Context: an optimization exercise on an open-source flow, tuned for small area, a short achievable clock period and few clock cycles. The choices shown serve that exercise and are no tape-out recipe.
In this exercise RTL edits were held to simulation tests only and were not proved equivalent to the original.
Power figures rest on the tool's default switching activity, not on a simulated workload.

==> flow/design.v (outline; a module is shown in full before it is edited, if it fits) <==
// module pgc_units: 902 lines
// module pgc_fa: 10 lines
// module pgc_ha: 9 lines
module pgc_units (
    input  wire        clk,
    input  wire        rst,           
    input  wire        cmd_valid,
    output wire        cmd_ready,
    input  wire [3:0]  cmd_op,
    input  wire [31:0] cmd_opa,
    output reg         rsp_valid,
    output reg         rsp_refused,
    output reg  [31:0] rsp_res
);
  // ...
==> flow/flow/run.sh <==
#!/bin/bash
set -euo pipefail
export BUFFER_PORTS_ARGS="-buffer_cell sky130_fd_sc_hd__buf_1"
bash standard.sh SETUP_SLACK_MARGIN=5.3 finish > standard.log 2>&1
==> flow/standard.sh <==
#!/bin/bash
# synth_recipe.tcl (not shown) runs the flow's synth.tcl, then flattens the netlist and writes it again
# the make line also repeats each setting of config.mk as NAME=value (left out here)
make -C /OpenROAD-flow-scripts/flow DESIGN_CONFIG=/design/flow/config.mk WORK_HOME=/design/flow/orfs CLKGATE_MAP_FILE= SYNTH_SCRIPT=/design/flow/synth_recipe.tcl "${@:-finish}"
==> flow/config.mk <==
export PLATFORM = sky130hd
export DESIGN_NAME = pgc_units
export DESIGN_NICKNAME = pgc_units
export VERILOG_FILES = /design/flow/design.v
export SDC_FILE = /design/flow/constraint.sdc
export NUM_CORES = 4
export LEC_CHECK = 0
export CAP_MARGIN = 20
export CORE_MARGIN = 2
export CORE_UTILIZATION = 40
export CTS_BUF_LIST = sky130_fd_sc_hd__clkbuf_4 sky130_fd_sc_hd__clkbuf_8
export SETUP_SLACK_MARGIN = 5
export SLEW_MARGIN = 20
export SYNTH_HIERARCHICAL = 1
==> flow/constraint.sdc <==
create_clock -name core_clock -period 8.0 [get_ports {clk}]
set_input_delay 1.6000 -clock core_clock [delete_from_list [all_inputs] [get_ports {clk}]]
set_output_delay 1.6000 -clock core_clock [all_outputs]
set_load 0.01 [all_outputs]
==> flow_summary.ini, run 1 <==
[status]
outcome = finished clean

[critical_path]
rr_startpoint = pos[0]
reg2reg_slack_ps = 5020
slowest_delay_ps = 600
criticalPathCategory = flop to flop
crit_path_frequent_cell = or4_4

[power]
seq_cell_power_uw = 1090
powerDensity_nw_per_um2 = 223
p_comb_frac = 0.456

[clock_tree]
cts_resized = 99
clk_latency_ps = 490
clk_path_buf_depth = 2

[place]
dpl.hpwl_mm = 20.5
dpl-instance-area_um2 = 12400

[min_path]
min_to = rsp_res[25]
hold_path_class = flop to flop

[logic_synthesis]
yosys.area_share.adder = 0.334
yosysWarnings = 7
syn-num-nets = 1221
yosys.area.top_type_share = 0.297
synth_edf_count = 48

[grt]
grt_use_met1 = 0.260
overflow = 0
grt_util_met2 = 0.334

[finish]
largestRegisters = pc_q (64), lcg (32), rsp_res (32)
largest_cell_class = multi-input combinational cells
seq_area_um2 = 4040
final_cells = 1578
fin_area_um2 = 14700
multi_input_comb_area_um2 = 7740

[floorplanning]
io_pins = 74

[routing]
drt-total-wl_mm = 29.5
vias = 7702

[timing]
rsz0062_at_grt = true
fin_setup_tns_ps = 0
Testbench counts, summed over its fixed seeds: cycles 25,286.
==> inputs of run 2 (changes only) <==
==> flow/run.sh (new file) <==
#!/bin/bash
# synth_recipe.tcl (not shown) runs the flow's synth.tcl, then flattens the netlist and writes it again
# the make line also repeats each setting of config.mk as NAME=value (left out here)
make -C /OpenROAD-flow-scripts/flow DESIGN_CONFIG=/design/flow/config.mk WORK_HOME=/design/flow/orfs CLKGATE_MAP_FILE= SYNTH_SCRIPT=/design/flow/synth_recipe.tcl finish
removed: flow/flow/run.sh
removed: flow/standard.sh
==> flow_summary.ini, run 2 <==
[timing]
tightest_slew_ps = 732
min_period_ps = 2970
max_freq_mhz = 336
fin_skew_ps = 17.1
rsz0062_at_grt = true
fin_ws_ps = 5030
slew_viol_final = 0
fin_setup_tns_ps = 0
max_slew_margin = 0.512
finalHoldViolations = 0
setup_viol = 0
fin_crit_sh = 0.372

[critical_path]
criticalPathCategory = input port to flop
crit_path_frequent_cell = nor2_1
start_kind = input port
rr_startpoint = pc_q[44]
critPathLaunch = cmd_op[2]
reg2reg_slack_ps = 5090
worstPathRequired_ps = 8370
cp_max_fo = 48
crit_buf_inv = 1
endpoint_kind = flop
crit_chain = clkdlybuf4s50_1, nor2_1, and3_4, nor2_1, a211oi_1, a21oi_1
r2r-end = lcg[30]
r2r_cells = 11
slowest_delay_ps = 600
cp.depth = 6
critical_path_arrival_ps = 3350
critPathTopFamily = simple AND/OR/NAND/NOR gates
crit_end = rsp_res[5]
cp_slowest_cell = and3_4

[clock_tree]
cts_htree_levels = 4
cts_hold_buf = 0
cts_buffers = 17
root_buffer = clkbuf_8
cts_tree = yes
clk_latency_ps = 490
cts.sinks = 177
clk_pin_slew_ps = 110
clk_path_buf_depth = 2

[logic_synthesis]
synth_seq_area_share = 0.349
ys_ff_latch = 177
syn-num-nets = 1221
async_flop_share = 0
ys_top_cells_by_count = fa_1 (171), dfxtp_1 (129), inv_1 (116)
avgSynthCellArea_um2 = 11.8
yosys.area.top_type_share = 0.297
synthTopCellsByArea = fa_1 (30%), dfxtp_1 (22%), edfxtp_1 (13%)
synth_top_flop_cell = dfxtp_1
synth_edf_count = 48
synthCells = 977
yosysWarnings = 7
syn_area_um2 = 11500
synth_cell_types = 54
synth_top_cell_by_area = fa_1
yosysMostFrequentCell = fa_1

[finish]
most-common-layout-cells = fa_1 (171), dfxtp_1 (122), inv_1 (115), buf_4 (80), xnor2_1 (77)
utilization = 0.501
largestRegisters = pc_q (64), lcg (32), rsp_res (32)
final_cells = 1539
fillers = 2552
final_nets = 1385
largest-register = pc_q
drive_above_1_share = 0.178
area_growth_pct = 24.0
final_common_cell = fa_1
largest_register_ffs = 64

[place]
port_buffers = 73
gpl.final_weighted_congestion = 0.833
dp_slack_ps = 4020
dpl.hpwl_mm = 20.8
place_inst = 1413

[power]
switching_power_uw = 1130
swShare = 0.369
vdd_drop_max_mv = 0.115
power.share.sequential = 0.358
p_clk_frac = 0.216
powerDensity_nw_per_um2 = 214
p_int_uw = 1930
p_comb_frac = 0.426
p_leak_uw = 0.00598

[routing]
viasPerCell = 4.83
m1WireLength_mm = 12.5
drt-total-wl_mm = 29.2
wl_met3_mm = 1.58
drt_iter0_drc = 360
met2_wirelength_mm = 14.4
highest_layer = met4
firstDrtPassIters = 5
drc = 0
postRouteAntennaNets = 0
wl_per_cell_um = 18.9
vias = 7438

[floorplanning]
die_x_um = 174
core_um2 = 28500
dieArea_um2 = 30200
num_rows = 62
initial_utilization = 0.404
io_pins = 74
die_h_um = 174

[grt]
grt_max_degree = 66
antenna_found_initial = 0
grt_pass1_vias = 8030
globalRouteTotalUtil = 0.200
overflow = 0
grt_first_pass_wirelength_mm = 45.3

[status]
outcome = finished clean

[job]
cap_violations = 0

[min_path]
hold_path_class = flop to flop
## run 2: cell count changes in the layout (fill, tap and decap cells not counted), sizes merged, moves of 3 or more
cell,change
dlygate4sd2,+28
clkinv,+3
clkbuf,-6
clkdlybuf4s50,+32
buf,-108
dlymetal6s2s,+11
## run 2: cell families (layout without fill, tap and decap cells)
group / Yosys count / after routing / synth area share
adders and majority gates: 205 / 205 / 0.334
DFF: 177 / 177 / 0.349
xor gates and xnor gates: 144 / 144 / 0.115
buffers and inverters: 139 / 315 / 0.0454
AOI/OAI and AO/OA: 121 / 121 / 0.0637
muxes: 24 / 24 / 0.0233
other: 0 / 1 / 0
and+or+nand+nor: 167 / 168 / 0.0691
## run 2: cell type report
cell class / instances / area [um2] / area share
antenna: 1 / 2.50 / 0.000175
inverter: 116 / 439 / 0.0307
sequential: 177 / 4040 / 0.282
clock inverter: 14 / 165 / 0.0116
timing repair buffer: 167 / 1590 / 0.111
multi-input combinational: 662 / 7340 / 0.513
tap: 384 / 480 / 0.0336
clock buffer: 18 / 248 / 0.0173
## run 2: tightest hold or removal path, stage by stage, from the launching register on
cell      delay, ps
dfxtp_1         340
nand2_1          60
o211ai_1         70
## run 2: timing repair
item / 4_1_cts / 5_1_grt
resized for setup: 68 / 29
pin swaps: 25 / 19
buffers inserted: 60 / 31
setup endpoints to repair: 171 / 109
cloned: 1 / 1
## run 2: power groups by stage
stage,registers [uW],logic (uW),clock network [uW]
2_1_floorplan,1110,835,0
3_3_place_gp,1120,1150,0
3_5_place_dp,1130,1160,0
4_1_cts,1100,1250,667
5_1_grt,1110,1450,706
6_report,1090,1300,659
## run 2: routing by layer
layer  up-vias  track usage
met2       190        0.343
met1      3722        0.253
met5         -            0
met4         0       0.0522
li1       3488            -
met3        38       0.0489
## run 2: how the worst min path moves through the flow
stage             endpoint         from  depth (start not counted)  slack (ps)
2_1_floorplan       pos[5]       pos[5]                          2         470
3_3_place_gp   rsp_res[25]  rsp_res[25]                          2         490
3_5_place_dp   rsp_res[25]  rsp_res[25]                          2         510
5_1_grt             pos[3]       pos[3]                          2         560
6_report       rsp_res[25]  rsp_res[25]                          2         510
4_1_cts        rsp_res[25]  rsp_res[25]                          2         520
## run 2: through the flow
step                hold slack, ps  total power, uW  cell area (um2)
floorplan                      471             1940            11700
global placement               490             2270            12800
detailed placement             507             2280            12800
CTS                            524             3010            13900
global route                   565             3260            14300
finish                         511             3060            14300
## run 2: Yosys stat by module, one instance, submodules excluded
module	cells	copies in the design
pgc_units	804	1
pgc_fa	1	166
pgc_ha	1	7
==> inputs of run 3 (changes only) <==
==> flow/flow/run.sh (new file) <==
#!/bin/bash
# The standard layout, with one change: the buffer that buffer_ports puts on
# every input and output port is the smallest plain buffer (buf_1) rather
# than the one it picks by default. Each port still gets its own buffer.
set -euo pipefail
export BUFFER_PORTS_ARGS="-buffer_cell sky130_fd_sc_hd__buf_1"
bash standard.sh > standard.log 2>&1
==> flow/standard.sh (new file) <==
#!/bin/bash
# synth_recipe.tcl (not shown) runs the flow's synth.tcl, then flattens the netlist and writes it again
# the make line also repeats each setting of config.mk as NAME=value (left out here)
make -C /OpenROAD-flow-scripts/flow DESIGN_CONFIG=/design/flow/config.mk WORK_HOME=/design/flow/orfs CLKGATE_MAP_FILE= SYNTH_SCRIPT=/design/flow/synth_recipe.tcl "${@:-finish}"
removed: flow/run.sh
==> flow_summary.ini, run 3 <==
[clock_tree]
clk_latency_ps = 470
clk_path_buf_depth = 2
clk_pin_slew_ps = 100
cts_buffers = 17
cts.sinks = 177
cts_hold_buf = 0
root_buffer = clkbuf_8
cts_tree = yes
cts_htree_levels = 4

[logic_synthesis]
yosysWarnings = 7
ys_top_cells_by_count = fa_1 (171), dfxtp_1 (129), inv_1 (116)
syn_area_um2 = 11500
synthCells = 977
syn-num-nets = 1221
synth_edf_count = 48
synthTopCellsByArea = fa_1 (30%), dfxtp_1 (22%), edfxtp_1 (13%)
synth_top_cell_by_area = fa_1
yosysMostFrequentCell = fa_1
synth_cell_types = 54
synth_seq_area_share = 0.349
ys_ff_latch = 177
synth_top_flop_cell = dfxtp_1
yosys.area.top_type_share = 0.297
async_flop_share = 0
avgSynthCellArea_um2 = 11.8

[finish]
final_common_cell = fa_1
utilization = 0.474
largestRegisters = pc_q (64), lcg (32), rsp_res (32)
final_cells = 1512
most-common-layout-cells = fa_1 (171), dfxtp_1 (125), inv_1 (115), xnor2_1 (80), buf_1 (72)
final_nets = 1359
num_antenna_cells = 0
largest_register_ffs = 64
largest-register = pc_q
area_growth_pct = 17.3
fillers = 2637
drive_above_1_share = 0.147

[floorplanning]
num_rows = 62
die_x_um = 174
core_um2 = 28500
die_h_um = 174
io_pins = 74
initial_utilization = 0.404
dieArea_um2 = 30200

[job]
cap_violations = 0

[grt]
antenna_found_initial = 0
globalRouteTotalUtil = 0.195
overflow = 0
grt_first_pass_wirelength_mm = 44.3
grt_max_degree = 97
grt_pass1_vias = 7813

[routing]
firstDrtPassIters = 6
postRouteAntennaNets = 0
viasPerCell = 4.88
drc = 0
drt-total-wl_mm = 28.0
wl_per_cell_um = 18.5
drt_iter0_drc = 319
vias = 7379

[timing]
fin_crit_sh = 0.370
fin_setup_tns_ps = 0
min_period_ps = 2960
holdWs_ps = 536
finalHoldViolations = 0
tightest_slew_ps = 1050
fin_skew_ps = 14.3
max_freq_mhz = 338
slew_viol_final = 0
max_slew_margin = 0.301
rsz0062_at_grt = true
setup_viol = 0

[critical_path]
criticalPathCategory = flop to flop
endpoint_kind = flop
reg2reg_slack_ps = 5040
rr_startpoint = lcg[18]
cp_max_fo = 7
worstPathRequired_ps = 8350
r2r-end = pc_q[63]
r2r_cells = 4
start_kind = flop
critical_path_arrival_ps = 3310

[place]
gpl.final_weighted_congestion = 0.836
place_inst = 1416
dpl.hpwl_mm = 20.6
port_buffers = 73

[power]
powerDensity_nw_per_um2 = 222
power_uw = 3000
vdd_drop_max_mv = 0.111
p_leak_uw = 0.00542

[min_path]
hold_depth = 2
min_to = pos[16]
hold_path_class = flop to flop
min_from = pos[16]

[status]
outcome = finished clean
-- run 3: power breakdown --
group	switching, uW	internal, uW
combinational	662	605
sequential	70.9	1020
clock	378	263
total	1110	1890
-- run 3: cell families after synthesis --
logic type,after synthesis,share of synthesized area
AO/OA/AOI/OAI,121,0.0637
XOR/XNOR,144,0.115
adder cells (fa/ha/maj),205,0.334
buffers and inverters,139,0.0454
flip-flops,177,0.349
multiplexers,24,0.0233
AND/OR/NAND/NOR,167,0.0691
-- run 3: worst max-delay path, stage by stage, from the launching register on --
cell	delay, ps
edfxtp_1	800
fa_1	550
fa_1	490
fa_1	580
fa_1	420
-- run 3: through the flow --
stage | area (um2) | setup WS (ps)
global route | 13500 | 4950
finish | 13500 | 5040
floorplan | 11700 | 4800
global placement | 12400 | 4460
CTS | 13200 | 5000
detailed placement | 12400 | 4420
-- run 3: what timing repair did --
action,CTS,global route
hold endpoints to repair,0,0
resized for setup,19,22
setup endpoints to repair,40,56
buffers inserted,46,17
pin swaps,7,12
-- run 3: metal layers --
metal / track usage / routed length (um) / up-vias
li1: - / - / 3425
met1: 0.260 / 12100 / 3753
met2: 0.332 / 14100 / 164
met3: 0.0377 / 1240 / 37
met4: 0.0434 / 518 / 0
met5: 0 / 0 / -
-- run 3: Yosys stat by module (local to each module, per instance) --
module     flops+latches  area (um2)
pgc_fa                 0        20.0
pgc_units            177        8120
pgc_ha                 0        12.5
-- run 3: worst max-delay path by stage --
stage                          start  endpoint  slack (ps)  cells past startpoint
final                        lcg[18]  pc_q[63]        5040                      4
after global routing          lcg[3]   pc_q[9]        4950                     11
after CTS                     lcg[3]   pc_q[9]        5000                     11
after detailed placement  cmd_opa[1]    crc[1]        4420                      8
after global placement    cmd_opa[2]    crc[9]        4460                      8
after floorplan           cmd_opa[0]    crc[1]        4800                      7
-- run 3: layout make-up --
| cell class | count | area [um2] | area share |
|---|---|---|---|
| Multi-Input combinational cell | 661 | 7290 | 0.539 |
| Inverter | 116 | 439 | 0.0325 |
| Clock buffer | 17 | 234 | 0.0173 |
| Clock inverter | 15 | 163 | 0.0120 |
| Timing Repair Buffer | 142 | 885 | 0.0654 |
| Tap cell | 384 | 480 | 0.0355 |
| Sequential cell | 177 | 4030 | 0.298 |
==> inputs of run 4 (changes only) <==
--- a/flow/config.mk
+++ b/flow/config.mk
@@ -7,7 +7,7 @@
 export LEC_CHECK = 0
 export CAP_MARGIN = 20
 export CORE_MARGIN = 2
-export CORE_UTILIZATION = 40
+export CORE_UTILIZATION = 55
 export CTS_BUF_LIST = sky130_fd_sc_hd__clkbuf_4 sky130_fd_sc_hd__clkbuf_8
 export SETUP_SLACK_MARGIN = 5
 export SLEW_MARGIN = 20
==> flow_summary.ini, run 4 <==
[clock_tree]
cts.sinks = 177
clk_path_buf_depth = 2
root_buffer = clkbuf_8
cts_htree_levels = 4
clk_pin_slew_ps = 110
cts_hold_buf = 0
cts_buffers = 17
cts_tree = yes
clk_latency_ps = 480

[place]
dp_slack_ps = 4380
gpl.final_weighted_congestion = 0.837
port_buffers = 73
dpl.hpwl_mm = 20.1

[finish]
final_common_cell = fa_1
largest_register_ffs = 64
most-common-layout-cells = fa_1 (171), dfxtp_1 (126), inv_1 (114), xnor2_1 (82), buf_4 (75)
largest-register = pc_q
area_growth_pct = 16.2
largestRegisters = pc_q (64), lcg (32), rsp_res (32)
fillers = 1645
num_antenna_cells = 0
final_nets = 1371
drive_above_1_share = 0.159

[job]
cap_violations = 0

[routing]
postRouteAntennaNets = 0
drt-total-wl_mm = 28.1
drt_iter0_drc = 436
vias = 7320
viasPerCell = 5.19
drc = 0
firstDrtPassIters = 5
wl_per_cell_um = 19.9

[grt]
globalRouteTotalUtil = 0.273
overflow = 0
grt_pass1_vias = 7699
grt_max_degree = 97
grt_first_pass_wirelength_mm = 44.1
antenna_found_initial = 0

[floorplanning]
core_um2 = 20400
dieArea_um2 = 22100
num_rows = 52
die_h_um = 149
initial_utilization = 0.564
die_x_um = 149
io_pins = 74

[logic_synthesis]
ys_top_cells_by_count = fa_1 (171), dfxtp_1 (129), inv_1 (116)
synth_seq_area_share = 0.349
synth_edf_count = 48
ys_ff_latch = 177
avgSynthCellArea_um2 = 11.8
syn-num-nets = 1221
yosysMostFrequentCell = fa_1
yosys.area.top_type_share = 0.297
synth_top_cell_by_area = fa_1
async_flop_share = 0
synthTopCellsByArea = fa_1 (30%), dfxtp_1 (22%), edfxtp_1 (13%)
synth_top_flop_cell = dfxtp_1
synthCells = 977
yosysWarnings = 7
synth_cell_types = 54
syn_area_um2 = 11500

[timing]
finalHoldViolations = 0
tightest_slew_ps = 1070
rsz0062_at_grt = false
fin_skew_ps = 17.7
setup_viol = 0
min_period_ps = 2950
fin_setup_tns_ps = 0
fin_ws_ps = 5050
fin_crit_sh = 0.368
max_slew_margin = 0.284
max_freq_mhz = 339
slew_viol_final = 0

[min_path]
hold_path_class = flop to flop
hold_depth = 2

[critical_path]
criticalPathCategory = input port to flop
cp_max_fo = 4
endpoint_kind = flop
worstPathRequired_ps = 8250
r2r_cells = 10
start_kind = input port
critical_path_arrival_ps = 3190

[power]
vdd_drop_max_mv = 0.117
p_leak_uw = 0.00545
powerDensity_nw_per_um2 = 225

[status]
outcome = finished clean
[run 4: cell counts after synthesis]
No cell type changed its count.
[run 4: what timing repair did]
action / in CTS / in global routing
pin swaps: 7 / 6
cloned: 1 / 0
endpoints found under the setup margin: 38 / 62
gates resized for setup: 16 / 20
buffers inserted: 54 / 23
[run 4: power by group]
part,internal (uW),switching [uW]
Combinational,597,681
Sequential,1020,74.5
Clock,238,403
Total,1860,1160
[run 4: worst paths after layout]
path               start     endpoint  slack, ps
max reg2reg     pc_q[34]      lcg[30]       5100
max           cmd_opa[3]       crc[6]       5050
min reg2reg  rsp_res[25]  rsp_res[25]        510
min          rsp_res[25]  rsp_res[25]        510
[run 4: final cells by class]
class                           count  area (um2)  share of cell area
Timing Repair Buffer              153         935              0.0698
Sequential cell                   177        4030               0.301
Timing Repair inverter              1        5.00            0.000374
Multi-Input combinational cell    661        7230               0.540
Clock inverter                     15         169              0.0126
Inverter                          116         443              0.0331
Tap cell                          270         338              0.0252
Clock buffer                       17         234              0.0175
[run 4: Yosys stat by module, one instance, submodules excluded]
module     cell area, um2  cells inside  times used  flip-flops and latches
pgc_fa               20.0             1         166                       0
pgc_units            8120           804           1                     177
pgc_ha               12.5             1           7                       0
[run 4: cells by family after synthesis]
logic type                 synth area share
adders and majority gates             0.334
buffers and inverters                0.0454
xor gates and xnor gates              0.115
AOI/OAI and AO/OA                    0.0637
muxes                                0.0233
and+or+nand+nor                      0.0691
DFF                                   0.349
[run 4: through the flow]
step,hold slack [ps],area (um2),total power (uW),util,std cells
after floorplan,471,11700,1940,-,977
after detailed placement,501,12200,2250,0.599,1300
after CTS,514,13100,2980,0.643,1387
after global routing,528,13400,3220,0.655,1410
after global placement,495,12200,2250,0.599,1300
final,512,13400,3020,0.655,1410
[run 4: critical path: stages]
cell	delay, ps
buf_1	300
xnor2_4	200
xnor2_1	150
xnor2_2	310
xor2_2	270
xnor2_1	170
xnor2_1	140
nor2_1	50
[run 4: metal layers]
| layer | global-route usage | vias to the layer above | share of wire |
|---|---|---|---|
| met4 | 0.0538 | 0 | 0.0099 |
| met5 | 0 | - | 0 |
| met2 | 0.400 | 160 | 0.44 |
| met3 | 0.0544 | 24 | 0.045 |
| met1 | 0.428 | 3671 | 0.50 |
| li1 | - | 3465 | - |

## afterwards: timing with drivers on the ports
How much do the figures lean on ideal ports? The routed layouts below were timed once more, with nothing changed but the port constraints.
Step 1: set_driving_cell puts a clkbuf_16 on clk and a buf_2 on each other input, an assumption about the parent block.
Step 2 also shifts input and output timing later by t, the mid clock arrival at the registers, as if the neighbouring blocks saw the same clock.
a / b / c = ideal ports / drivers / drivers and shift; a / b = the first two.
run | t (ns) | setup WS [ns] | worst setup path at the end | clock arrival spread, ns | worst data-port slew with drivers (ns)
run 1 | 0.520 | 5.016 / 5.016 / 4.550 | input to register | 0.022 / 0.022 | 0.07
run 2 | 0.520 | 5.026 / 5.023 / 4.527 | input to register | 0.018 / 0.017 | 0.07
run 3 | 0.512 | 5.043 / 5.043 / 4.561 | input to register | 0.014 / 0.014 | 0.06
run 4 | 0.520 | 5.052 / 5.073 / 4.553 | input to register | 0.019 / 0.019 | 0.06
After both steps setup and hold are still met in every run listed.
